Context: an optimization exercise on an open-source flow, tuned for a short achievable clock period. The choices shown serve that exercise and are no tape-out recipe.
At most, simulation tests tie the RTL to the original design; equivalence was not proved.
Power figures rest on the tool's default switching activity, not on a simulated workload.

## rd_dds
module rd_dds (
  input  wire        clk,
  input  wire        rst,           
  input  wire [31:0] cmd,
  input  wire        cmd_valid,
  output wire        cmd_ready,
  input  wire        tick,
  input  wire        dial_active,
  input  wire        pulse,
  input  wire        db_release,
  input  wire        sf_inhibit,
  input  wire [1:0]  map_policy,
  output wire [7:0]  sample,
  output wire        out_en,
  output wire        busy,
  output wire [4:0]  digit,
  output wire        digit_valid,
  output wire        sf_arm,
  output wire        sf_cancel
);
  rd_dds_engine u_engine (
    .clk(clk), .rst(rst),
    .cmd(cmd), .cmd_valid(cmd_valid), .cmd_ready(cmd_ready),
    .tick(tick),
    .sample(sample), .out_en(out_en), .busy(busy)
  );
  rd_dds_decoder u_decoder (
    .clk(clk), .rst(rst),
    .dial_active(dial_active), .pulse(pulse), .db_release(db_release),
    .sf_inhibit(sf_inhibit), .map_policy(map_policy),
    .digit(digit), .digit_valid(digit_valid),
    .sf_arm(sf_arm), .sf_cancel(sf_cancel)
  );
endmodule
clock: 7.0 ns
lec_check: 0
abc_clock_period_in_ps: 1500
cap_margin: 20
core_margin: 2
core_utilization: 35
place_density: 0.55
setup_slack_margin: 4.5
slew_margin: 20
run.sh (not shown) runs the stock make flow with config.mk's settings and CLKGATE_MAP_FILE= SYNTH_SCRIPT=/design/flow/synth_recipe.tcl, a recipe that flattens the netlist after the stock synthesis.
Then changed:
--- a/flow/design.v
+++ b/flow/design.v
@@ -118,12 +118,13 @@
   reg [9:0]     k1b, k2b, k3b;
   reg [5:0]     dur6;            
   reg [1:0]     tune_q;          
   reg [9:0]     pa, pb;          
   reg [9:0]     na, nb;          
   reg [9:0]     na2, nb2;        
+  reg [9:0]     na2c, nb2c;      
   reg [6:0]     ra, rb;          
   reg [7:0]     st_a, st_b;      
   reg           st_b_nz;
   reg [7:0]     nxt_a1, nxt_a2;  
   reg [1:0]     more;            
   reg [3:0]     lo;              
@@ -361,43 +362,51 @@
   end
   wire [6:0] amp_a2, amp_b2;
   rd_dds_sine   u_sine_a (.idx(na2[9:3]), .amp(amp_a2));
   rd_dds_sine34 u_sine_b (.idx(nb2[9:3]), .amp(amp_b2));
   wire [9:0] pa_k2 = pa + k2a, pa_k3 = pa + k3a;
   wire [9:0] pb_k2 = pb + k2b, pb_k3 = pb + k3b;
-  wire [9:0] na2_n = na2 + {2'b00, (chg2 ? nxt_a1 : st_a)};
-  wire [9:0] nb2_n = nb2 + {2'b00, st_b};
+  wire [9:0] na2_n;
+  wire [9:0] nb2_n;
+  assign na2_n = na2c + {2'b00, (chg2 ? nxt_a1 : st_a)};
+  assign nb2_n = nb2c + {2'b00, st_b};
   reg       ahead;
   reg [7:0] pend;
+  wire      shift = !fresh && tick && !ahead;
+  always @(posedge clk) begin
+    na2  <= fresh ? pa_k3 : shift ? na2_n : na2c;
+    na2c <= fresh ? pa_k3 : shift ? na2_n : na2;
+    nb2  <= fresh ? pb_k3 : shift ? nb2_n : nb2c;
+    nb2c <= fresh ? pb_k3 : shift ? nb2_n : nb2;
+  end
   always @(posedge clk) begin
     if (fresh) begin
       na    <= pa_k2;
-      na2   <= pa_k3;
       ra    <= sa_cr2;
       nb    <= pb_k2;
-      nb2   <= pb_k3;
       rb    <= sb_cr2;
       pend  <= s_first;
       ahead <= !tick;
     end else if (tick) begin
       if (!ahead) begin
-        na  <= na2;
-        na2 <= na2_n;
+        na  <= na2c;
         ra  <= amp_a2;
-        nb  <= nb2;
-        nb2 <= nb2_n;
+        nb  <= nb2c;
         rb  <= st_b_nz ? amp_b2 : 7'd0;
       end
       ahead <= 1'b0;
     end
   end
   reg  [7:0] sample_q;
+  reg        busy_s;
   wire [7:0] sample_n = fresh ? s_first : ahead ? pend : ({1'b0, ra} + {1'b0, rb});
   always @(posedge clk) begin
-    sample_q <= do_tick ? sample_n : sample;
-    sample   <= do_tick ? sample_n : sample_q;
+    busy_s   <= rst ? 1'b0 : (busy_s ? !(tick && last_fin) : start);
+    if (do_tick)
+      sample_q <= sample_n;
+    sample   <= (tick && busy_s) ? sample_n : sample_q;
   end
 endmodule
 module rd_dds_decoder (
   input  wire       clk,
   input  wire       rst,
   input  wire       dial_active,
Outcome: Hold slack gains 0.0033 ns; routed wire length grows by 4.2%; final cell count grows by 1.2%; critical path depth grows by 6; non-clock buffer count shrinks by 4; clock skew shrinks by 0.037 ns; global-route usage stays flat; total power grows by 3.2%; synthesized cell count grows by 1.4%; synthesized area grows by 1.9%; via count grows by 2.3%; setup slack loses 0.049 ns; register-to-register slack loses 0.11 ns.
No functional check of the RTL was part of the second run of this note.

-- static timing again, ports no longer ideal --
In the flow no input, the clock included, has a driving cell. The finished layouts below were timed again as built, in two steps. Step 1 sets driving cells, clkbuf_16 on the clock port and buf_2 on the other inputs (assumed; they add their load-dependent delay and slew). Step 2 times the ports against the registers' clock, not the clock port: input delays grow and output delays shrink by t, the midpoint of the rising clock arrivals with the driver on. Slacks: no drivers / after step 1 / after step 2; pairs: no drivers / after step 1.
run | t (ns) | setup WS [ns] | hold slack, ns | worst setup path after step 2 | clock arrival spread, ns
the first run | 0.792 | 4.396 / 4.307 / 3.641 | 0.323 / 0.323 / 0.323 | input to register | 0.073 / 0.073
the second run | 0.774 | 4.346 / 4.329 / 3.714 | 0.326 / 0.326 / 0.326 | input to register | 0.036 / 0.035
After both steps every run listed still meets setup and hold. The setup slack of the first run, which loses most, moves by -0.089 ns with the drivers and by -0.755 ns with both steps.
